Context: an optimization exercise on an open-source flow, tuned for small area, a short achievable clock period and few clock cycles per item. The choices shown serve that exercise and are no tape-out recipe.
Where RTL was checked, it was by simulation tests only, not by an equivalence proof against the original.
No activity file was given, so power comes from the tool's default toggle rates. No driver is modelled on the clock port, so clocking that relies on it looks cheaper here than on a real chip.

==> flow/design.v (excerpt) <==
module rpa_pkt #(
    parameter N = 128,     
    parameter B = 5000     
) (
    input             clk,
    input             rst,
    input             p_req_valid,
    output            p_req_ready,
    input      [31:0] p_req_data,
    output reg        p_rsp_valid,
    output reg [2:0]  p_rsp_status,
    input             c_req_valid,
    output reg        c_req_ready,
    input      [31:0] c_req_data,
    output reg        c_rsp_valid,
    output reg [2:0]  c_rsp_status,
    output reg        tx_enable,
    input             tx_ready,
    output            tx_send,
    output reg [7:0]  tx_data,
    input             tx_complete,
    input             rx_avail,
    output            rx_take,
    input      [7:0]  rx_data,
    input      [7:0]  ts_in
);
    localparam BW = (B <= 1) ? 1 : $clog2(B);
    localparam CW = $clog2(N);           
    localparam OPC_INIT   = 4'h1;
    localparam OPC_STORE  = 4'h2;
    localparam OPC_FLUSH1 = 4'h3;
    localparam OPC_FLUSHB = 4'h4;
    localparam ST_OK       = 3'd0;
    localparam ST_NOT_INIT = 3'd1;
    localparam ST_DISABLED = 3'd2;
    localparam ST_FULL     = 3'd3;
    localparam ST_EMPTY    = 3'd4;
    localparam ST_TIMEOUT  = 3'd5;
    localparam P_IDLE  = 2'd0;
    localparam P_POLL  = 2'd1;
    localparam P_PUSH  = 2'd2;
    localparam P_DRAIN = 2'd3;
    localparam C_IDLE  = 3'd0;
  ...
==> flow/config.mk <==
export PLATFORM = sky130hd
export DESIGN_NAME = rpa_pkt
export DESIGN_NICKNAME = rpa_pkt
export VERILOG_FILES = /design/flow/design.v
export SDC_FILE = /design/flow/constraint.sdc
export NUM_CORES = 4
export LEC_CHECK = 0
export ABC_CLOCK_PERIOD_IN_PS = 4000
export CAP_MARGIN = 20
export CORE_MARGIN = 2
export CORE_UTILIZATION = 60
export CTS_BUF_LIST = sky130_fd_sc_hd__clkbuf_16
export CTS_CLUSTER_DIAMETER = 84
export CTS_CLUSTER_SIZE = 32
export SLEW_MARGIN = 20
export SYNTH_MEMORY_MAX_BITS = 8192
==> flow/constraint.sdc <==
create_clock -name core_clock -period 10.0 [get_ports {clk}]
set_input_delay 2.0000 -clock core_clock [delete_from_list [all_inputs] [get_ports {clk}]]
set_output_delay 2.0000 -clock core_clock [all_outputs]
set_load 0.01 [all_outputs]
standard.sh (not shown) runs the stock make flow with config.mk's settings and CLKGATE_MAP_FILE= SYNTH_SCRIPT=/design/flow/synth_recipe.tcl, a recipe that flattens the netlist after the stock synthesis.
==> flow/flow/run.sh <==
#!/bin/bash
# Standard synthesis unchanged, then the standard layout with a larger
# setup slack margin for the timing repair after CTS and global routing, and
# the smallest buffer as the port buffer (timing repair sizes it up where needed).
set -euo pipefail
MARGIN=${MARGIN:-5.6}
bash standard.sh synth > synth.log 2>&1
sed "s/CLKGATE_MAP_FILE= /CLKGATE_MAP_FILE= SETUP_SLACK_MARGIN=$MARGIN 'BUFFER_PORTS_ARGS=-buffer_cell sky130_fd_sc_hd__buf_1' /" standard.sh > standard_margin.sh
bash standard_margin.sh finish > layout.log 2>&1
Testbench counts at the start, summed over its fixed seeds: cycles 13,955, items 1,920.
Rerun with:
--- a/flow/design.v
+++ b/flow/design.v
@@ -163,21 +163,22 @@
     reg          fl_cpop_c;       
     reg          fl_chkpop;       
     reg          fl_ppoll;        
     reg          p_rdy;           
     reg          p_inpush;        
     wire c_poll  = fl_cpoll_i || (fl_cpoll_c && tx_complete);
     wire p_poll  = fl_ppoll && !c_poll;
     assign rx_take = c_poll || fl_ppoll;
     wire taken   = rx_take && rx_avail;
-    wire pop_imm = (fl_cpop_i || (fl_cpop_c && tx_complete)) && !rx_avail;
+    wire rx_cmd  = rx_avail && !rx_data[7] && rx_data[6];
+    wire pop_imm = (fl_cpop_i || (fl_cpop_c && tx_complete)) && !rx_cmd;
     wire pop     = pop_imm || fl_chkpop;
-    assign tx_send = tx_ready && (fl_ts || (fl_cpop_c && tx_complete)) && !(rx_avail && fl_tu);
+    assign tx_send = tx_ready && (fl_ts || (fl_cpop_c && tx_complete)) && !(rx_cmd && fl_tu);
     wire cmd_start;
     wire cmd_reset;
     rpa_cmd_gate u_gate (
         .taken     (taken),
         .byte_in   (rx_data),
         .cmd_start (cmd_start),
         .cmd_reset (cmd_reset)
     );
     wire [3:0] p_opc = p_req_data[3:0];
@@ -307,19 +308,19 @@
                     end
                 end
             end
             C_POLL1: begin
                 if (!init) begin
                     c_rsp_valid_n  = 1'b1;
                     c_rsp_status_n = ST_NOT_INIT;
                     c_state_n      = C_IDLE;
                 end else if (c_poll) begin
-                    if (rx_avail) begin
+                    if (rx_cmd) begin
                         c_first_n = 1'b1;
                         c_state_n = C_CHK;
                     end else if (!gate) begin
                         c_rsp_valid_n  = 1'b1;
                         c_rsp_status_n = ST_DISABLED;
                         c_state_n      = C_IDLE;
                     end else if (used_z) begin
                         c_rsp_valid_n  = 1'b1;
                         c_rsp_status_n = ST_EMPTY;
@@ -362,19 +363,19 @@
                     c_rsp_valid_n  = 1'b1;
                     c_rsp_status_n = ST_OK;
                     c_state_n      = C_IDLE;
                 end else if (used_z) begin
                     c_rsp_valid_n  = 1'b1;
                     c_rsp_status_n = ST_OK;
                     c_state_n      = C_IDLE;
                 end else if (c_poll) begin
                     c_first_n = 1'b0;
-                    if (rx_avail) begin
+                    if (rx_cmd) begin
                         c_state_n = C_CHK;
                     end else if (!gate) begin
                         c_rsp_valid_n  = 1'b1;
                         c_rsp_status_n = ST_DISABLED;
                         c_state_n      = C_IDLE;
                     end else begin
                         c_state_n = C_SEND;
                     end
                 end else begin
Effect: The changed run ran to the end with no violations. Synthesized area decreases by 0.60%. Setup slack loses 0.29 ns. Global-route usage came out lower by 0.35 points. Synthesized cell count decreases by 1.7%. Maximum frequency shrinks by 5.9%.
Testbench counts after the change, summed over its fixed seeds: cycles 13,730, items 1,920.


## the previous run
Another version of the RTL of rpa_pkt (not shown whole).
For scale: roughly 7000 cells after synthesis, ~110 I/O pins, roughly 120000 sq um of cells after synthesis.
clock: 10.0 ns
lec_check: 0
abc_clock_period_in_ps: 4000
cap_margin: 20
core_margin: 2
core_utilization: 60
cts_buf_list: sky130_fd_sc_hd__clkbuf_16
cts_cluster_diameter: 80
cts_cluster_size: 30
slew_margin: 20
synth_memory_max_bits: 8192
==> flow/flow/run.sh <==
#!/bin/bash
# Standard synthesis unchanged, then the standard layout with a larger
# setup slack margin for the timing repair after CTS and global routing.
set -euo pipefail
MARGIN=${MARGIN:-5.6}
bash standard.sh synth > synth.log 2>&1
sed "s/CLKGATE_MAP_FILE= /CLKGATE_MAP_FILE= SETUP_SLACK_MARGIN=$MARGIN /" standard.sh > standard_margin.sh
bash standard_margin.sh finish > layout.log 2>&1
Relative to the previous run, the following input files were edited for the current run:
--- a/flow/design.v
+++ b/flow/design.v
@@ -154,31 +154,29 @@
     reg [BW-1:0] budget;
     reg [39:0]   e0, e1;
     reg          f0, f1;
     reg          cur;
     reg          fl_send;         
     reg          fl_last;         
     reg          fl_sendc;        
-    reg          fl_ts;           
-    reg          fl_tu;           
     reg          fl_cpoll_i;      
     reg          fl_cpoll_c;      
     reg          fl_cpop_i;       
     reg          fl_cpop_c;       
     reg          fl_chkpop;       
     reg          fl_ppoll;        
     reg          p_rdy;           
     reg          p_inpush;        
     wire c_poll  = fl_cpoll_i || (fl_cpoll_c && tx_complete);
     wire p_poll  = fl_ppoll && !c_poll;
     assign rx_take = c_poll || fl_ppoll;
     wire taken   = rx_take && rx_avail;
     wire pop_imm = (fl_cpop_i || (fl_cpop_c && tx_complete)) && !rx_avail;
     wire pop     = pop_imm || fl_chkpop;
-    assign tx_send = tx_ready && (fl_ts || (fl_cpop_c && tx_complete)) && !(rx_avail && fl_tu);
+    assign tx_send = tx_ready && (fl_sendc || pop_imm);
     wire cmd_start;
     wire cmd_reset;
     rpa_cmd_gate u_gate (
         .taken     (taken),
         .byte_in   (rx_data),
         .cmd_start (cmd_start),
         .cmd_reset (cmd_reset)
@@ -433,19 +431,14 @@
                     p_rsp_status_n = (p_state == P_PUSH) ? ST_OK : p_status;
                     p_state_n      = P_IDLE;
                 end
             end
         endcase
     end
     wire cur_full_n = cur_n ? f1_n : f0_n;
-    wire fl_sendc_n  = (c_state_n == C_SEND) ||
-                       ((c_state_n == C_CHK) && gate_n && !used_z_n && !(c_first_n && c_mode_buf_n) && cur_full_n);
-    wire fl_cpop_c_n = (c_state_n == C_CMPL) && c_mode_buf_n && !used_z_n && cur_full_n && gate_n;
-    wire fl_cpop_i_n = ((c_state_n == C_POLL1) && init_n && !c_mode_buf_n && !used_z_n && cur_full_n && gate_n) ||
-                       ((c_state_n == C_LOOP) && !used_z_n && cur_full_n && gate_n);
     always @(posedge clk) begin
         e0 <= e0_n;
         e1 <= e1_n;
     end
     always @(posedge clk) begin
         if (rst) begin
             init         <= 1'b0;
@@ -476,16 +469,14 @@
             p_rsp_status <= ST_OK;
             p_rdy        <= 1'b1;
             p_inpush     <= 1'b0;
             tx_data      <= 8'd0;
             fl_send      <= 1'b0;
             fl_last      <= 1'b0;
             fl_sendc     <= 1'b0;
-            fl_ts        <= 1'b0;
-            fl_tu        <= 1'b0;
             fl_cpoll_i   <= 1'b0;
             fl_cpoll_c   <= 1'b0;
             fl_cpop_i    <= 1'b0;
             fl_cpop_c    <= 1'b0;
             fl_chkpop    <= 1'b0;
             fl_ppoll     <= 1'b0;
         end else begin
@@ -530,20 +521,20 @@
             else if (fl_last && !tx_send)
                 tx_data <= tx_data;
             else if (c_state_n == C_SEND)
                 tx_data <= (cur_n ? e1_n : e0_n) >> (8 * idx_n);
             else
                 tx_data <= (cur_n ? e1_n : e0_n) >> (8 * idx_start);
             fl_send    <= (c_state_n == C_SEND);
-            fl_sendc   <= fl_sendc_n;
+            fl_sendc   <= (c_state_n == C_SEND) ||
+                          ((c_state_n == C_CHK) && gate_n && !used_z_n && !(c_first_n && c_mode_buf_n) && cur_full_n);
             fl_cpoll_c <= (c_state_n == C_CMPL) && c_mode_buf_n && !used_z_n && cur_full_n;
-            fl_cpop_c  <= fl_cpop_c_n;
+            fl_cpop_c  <= (c_state_n == C_CMPL) && c_mode_buf_n && !used_z_n && cur_full_n && gate_n;
             fl_cpoll_i <= ((c_state_n == C_POLL1) && init_n && (c_mode_buf_n || used_z_n || cur_full_n)) ||
                           ((c_state_n == C_LOOP) && !used_z_n && cur_full_n);
-            fl_cpop_i  <= fl_cpop_i_n;
-            fl_ts      <= fl_sendc_n || fl_cpop_i_n;
-            fl_tu      <= fl_cpop_i_n || fl_cpop_c_n;
+            fl_cpop_i  <= ((c_state_n == C_POLL1) && init_n && !c_mode_buf_n && !used_z_n && cur_full_n && gate_n) ||
+                          ((c_state_n == C_LOOP) && !used_z_n && cur_full_n && gate_n);
             fl_chkpop  <= (c_state_n == C_CHK) && gate_n && !used_z_n && !(c_first_n && c_mode_buf_n) && cur_full_n;
             fl_ppoll   <= (p_state_n == P_POLL) && init_n;
         end
     end
 endmodule
Notes after the runs:
For the post-placement worst setup slack, the current run came in 0.12 ns higher than the previous run did.
Sequential-to-total area share from yosys stat is lower on the previous run
Between the current run and the previous run, the difference in proportion of final cell area spent on non-clock buffers is negligible.
Of the current run and the previous run, the lower power per cell area belongs to the current run.
The relative area change from synthesis to final layout was comparable across the current run and the previous run.
Delta (the current run minus the previous run): register-to-register slack about even, internal power consumption fell about 1.3%, vias after detailed routing fell 767.
Die area delta for the current run relative to the previous run: 0.53% lower
Going from the previous run to the current run, detailed-placement wirelength estimate moved down; overall routed net length down 5800 microns.
Testbench counts of the current run, summed over its fixed seeds: cycles 13,955, items 1,920.
Function not checked in the previous run: the RTL went through the layout flow alone.


JK:
rpa_pkt, a different RTL version from the one above (not shown whole).
For scale: ~110 I/O pins, ~120000 um^2 of cells after synthesis.
Settings: LEC_CHECK=0, ABC_CLOCK_PERIOD_IN_PS=4000, CAP_MARGIN=20, CORE_MARGIN=2, CORE_UTILIZATION=60, CTS_BUF_LIST=sky130_fd_sc_hd__clkbuf_16, CTS_CLUSTER_DIAMETER=80, CTS_CLUSTER_SIZE=30, SETUP_SLACK_MARGIN=5, SLEW_MARGIN=20, SYNTH_MEMORY_MAX_BITS=8192; clock period 10.0 ns.
run.sh (not shown) runs the stock make flow with config.mk's settings and CLKGATE_MAP_FILE= SYNTH_SCRIPT=/design/flow/synth_recipe.tcl, a recipe that flattens the netlist after the stock synthesis.
Stock flow here: none of the scripts above is used.
Testbench counts of JK, summed over its fixed seeds: cycles 13,806, items 1,920.
Input changes introduced in MS (baseline for comparison: JK):
--- a/flow/design.v
+++ b/flow/design.v
@@ -146,21 +146,20 @@
     reg [2:0]    p_status;
     reg [2:0]    c_state;
     reg          c_mode_buf;      
     reg          c_first;         
     reg [2:0]    idx;             
     reg [BW-1:0] budget;
     reg [39:0]   e0, e1;
     reg          f0, f1;
     reg          cur;
     reg          fl_send;         
-    reg          fl_last;         
     reg          fl_sendc;        
     reg          fl_cpoll_i;      
     reg          fl_cpoll_c;      
     reg          fl_cpop_i;       
     reg          fl_cpop_c;       
     reg          fl_chkpop;       
     reg          fl_ppoll;        
     reg          p_rdy;           
     reg          p_inpush;        
     wire c_poll  = fl_cpoll_i || (fl_cpoll_c && tx_complete);
@@ -208,26 +207,24 @@
         .rst       (rst),
         .clear     (clear),
         .push      (push),
         .push_rec  (push_rec),
         .wr_ok     (ring_wr_ok),
         .fetch_req (fetch_req),
         .fetch     (fetch),
         .rd_rec    (rd_rec)
     );
     wire [2:0] idx_start = (wc == 2'b00) ? 3'd3 : (wc == 2'b01) ? 3'd2 : 3'd0;
-    wire [2:0] idx_tx = fl_send ? idx : idx_start;
-    wire rel_early   = tx_send && (idx_tx == 3'd3);
-    wire last_sent   = tx_send && fl_last;
+    wire last_sent   = tx_send && fl_send && (idx == 3'd4);
     wire timeout     = fl_send && !tx_ready && (budget == B - 1);
-    wire release_cur = rel_early || (timeout && !fl_last);
-    wire keep_cur    = (fl_send || pop) && !release_cur && !fl_last;
+    wire release_cur = last_sent || timeout;
+    wire keep_cur    = (fl_send || pop) && !release_cur;
     reg          init_n, gate_n;
     reg [1:0]    wc_n;
     reg [CW-1:0] used_n;
     reg          used_z_n;
     reg          f0_n, f1_n, cur_n;
     reg [39:0]   e0_n, e1_n;
     reg [2:0]    idx_n;
     reg [2:0]    c_state_n;
     reg          c_mode_buf_n, c_first_n;
     reg          c_rsp_valid_n;
@@ -278,21 +275,21 @@
             if (!(keep_cur &&  cur)) f1_n = 1'b0;
         end
         cur_n = release_cur ? !cur : cur;
         c_state_n      = c_state;
         c_mode_buf_n   = c_mode_buf;
         c_first_n      = c_first;
         c_rsp_valid_n  = 1'b0;
         c_rsp_status_n = c_rsp_status;
         idx_n          = idx;
         if (tx_send)
-            idx_n = idx_tx + 3'd1;
+            idx_n = (fl_send ? idx : idx_start) + 3'd1;
         else if (pop)
             idx_n = idx_start;
         case (c_state)
             C_IDLE: begin
                 if (c_req_fire) begin
                     if (c_opc == OPC_INIT) begin
                         c_rsp_valid_n  = 1'b1;
                         c_rsp_status_n = ST_OK;
                     end else if (c_opc == OPC_FLUSH1) begin
                         c_mode_buf_n = 1'b0;
@@ -461,21 +458,20 @@
             p_kz         <= 1'b0;
             p_big        <= 1'b0;
             p_k          <= {CW{1'b0}};
             p_status     <= ST_OK;
             p_rsp_valid  <= 1'b0;
             p_rsp_status <= ST_OK;
             p_rdy        <= 1'b1;
             p_inpush     <= 1'b0;
             tx_data      <= 8'd0;
             fl_send      <= 1'b0;
-            fl_last      <= 1'b0;
             fl_sendc     <= 1'b0;
             fl_cpoll_i   <= 1'b0;
             fl_cpoll_c   <= 1'b0;
             fl_cpop_i    <= 1'b0;
             fl_cpop_c    <= 1'b0;
             fl_chkpop    <= 1'b0;
             fl_ppoll     <= 1'b0;
         end else begin
             init         <= init_n;
             gate         <= gate_n;
@@ -505,26 +501,21 @@
                 p_big <= (p_req_data[23:8+CW] != 0);
                 p_k   <= p_req_data[8+CW-1:8];
             end else if (p_state != P_IDLE && p_req_fire) begin
                 p_rem <= p_rem - 16'd1;
             end
             p_status     <= p_status_n;
             p_rsp_valid  <= p_rsp_valid_n;
             p_rsp_status <= p_rsp_status_n;
             p_rdy        <= (p_state_n == P_IDLE) || (p_state_n == P_DRAIN);
             p_inpush     <= (p_state_n == P_PUSH);
-            fl_last <= rel_early || (fl_last && !tx_send && !timeout);
-            if (rel_early)
-                tx_data <= cur ? e1[39:32] : e0[39:32];
-            else if (fl_last && !tx_send)
-                tx_data <= tx_data;
-            else if (c_state_n == C_SEND)
+            if (c_state_n == C_SEND)
                 tx_data <= (cur_n ? e1_n : e0_n) >> (8 * idx_n);
             else
                 tx_data <= (cur_n ? e1_n : e0_n) >> (8 * idx_start);
             fl_send    <= (c_state_n == C_SEND);
             fl_sendc   <= (c_state_n == C_SEND) ||
                           ((c_state_n == C_CHK) && gate_n && !used_z_n && !(c_first_n && c_mode_buf_n) && cur_full_n);
             fl_cpoll_c <= (c_state_n == C_CMPL) && c_mode_buf_n && !used_z_n && cur_full_n;
             fl_cpop_c  <= (c_state_n == C_CMPL) && c_mode_buf_n && !used_z_n && cur_full_n && gate_n;
             fl_cpoll_i <= ((c_state_n == C_POLL1) && init_n && (c_mode_buf_n || used_z_n || cur_full_n)) ||
                           ((c_state_n == C_LOOP) && !used_z_n && cur_full_n);
[summary]
- Between MS and JK, the part of the power in combinational logic figures differ only marginally.
- MS vs JK on cell count: MS is the lower one.
- Sequential share of layout area, MS and JK: smaller value in JK
- Diff JK -> MS: reg2reg setup slack moved up; post-synthesis cell area -about 1%.
- Relative contribution of the clock network to total power (lower): MS
- Between MS and JK, the timing-limited maximum frequency figures differ only marginally.
- MS against JK: synthesized cell count decreased about 2.3%; global-route usage went down by 1.2 points; detail-routed net length per standard cell has decreased; share of cells above drive strength 1 went down.
- Compared with JK, MS ends up with less cell area.
- In the flow results for MS and JK, the worst setup margin is smaller on JK.
The RTL of MS was laid out without a check of its function.

-- afterwards: timing with drivers on the ports --
How much do the figures lean on ideal ports? The routed layouts below were timed once more, with nothing changed but the port constraints.
Step 1 sets driving cells, clkbuf_16 on the clock port and buf_2 on the other inputs (assumed; they add their load-dependent delay and slew).
Step 2, shift: input delay + t, output delay - t, t = (earliest + latest rising clock arrival at the registers) / 2. This alone moves slack from input paths to output paths.
Slacks: ideal / step 1 / step 2; pairs: ideal / step 1.
run	t, ns	setup WS [ns]	worst setup path after step 2
the first run of note 1	0.922	5.390 / 5.341 / 4.764	input to register
the second run of note 1	0.942	5.099 / 5.079 / 4.810	input to register
the previous run	0.935	5.370 / 5.309 / 4.798	input to register
the current run	0.927	5.322 / 5.259 / 4.744	input to register
JK	0.931	5.031 / 4.951 / 4.184	input to register
MS	0.919	5.040 / 5.013 / 4.292	input to register
After both steps setup and hold are still met in every run listed. For JK, which loses most, drivers alone change the setup slack by -0.080 ns; drivers and shift together by -0.847 ns.
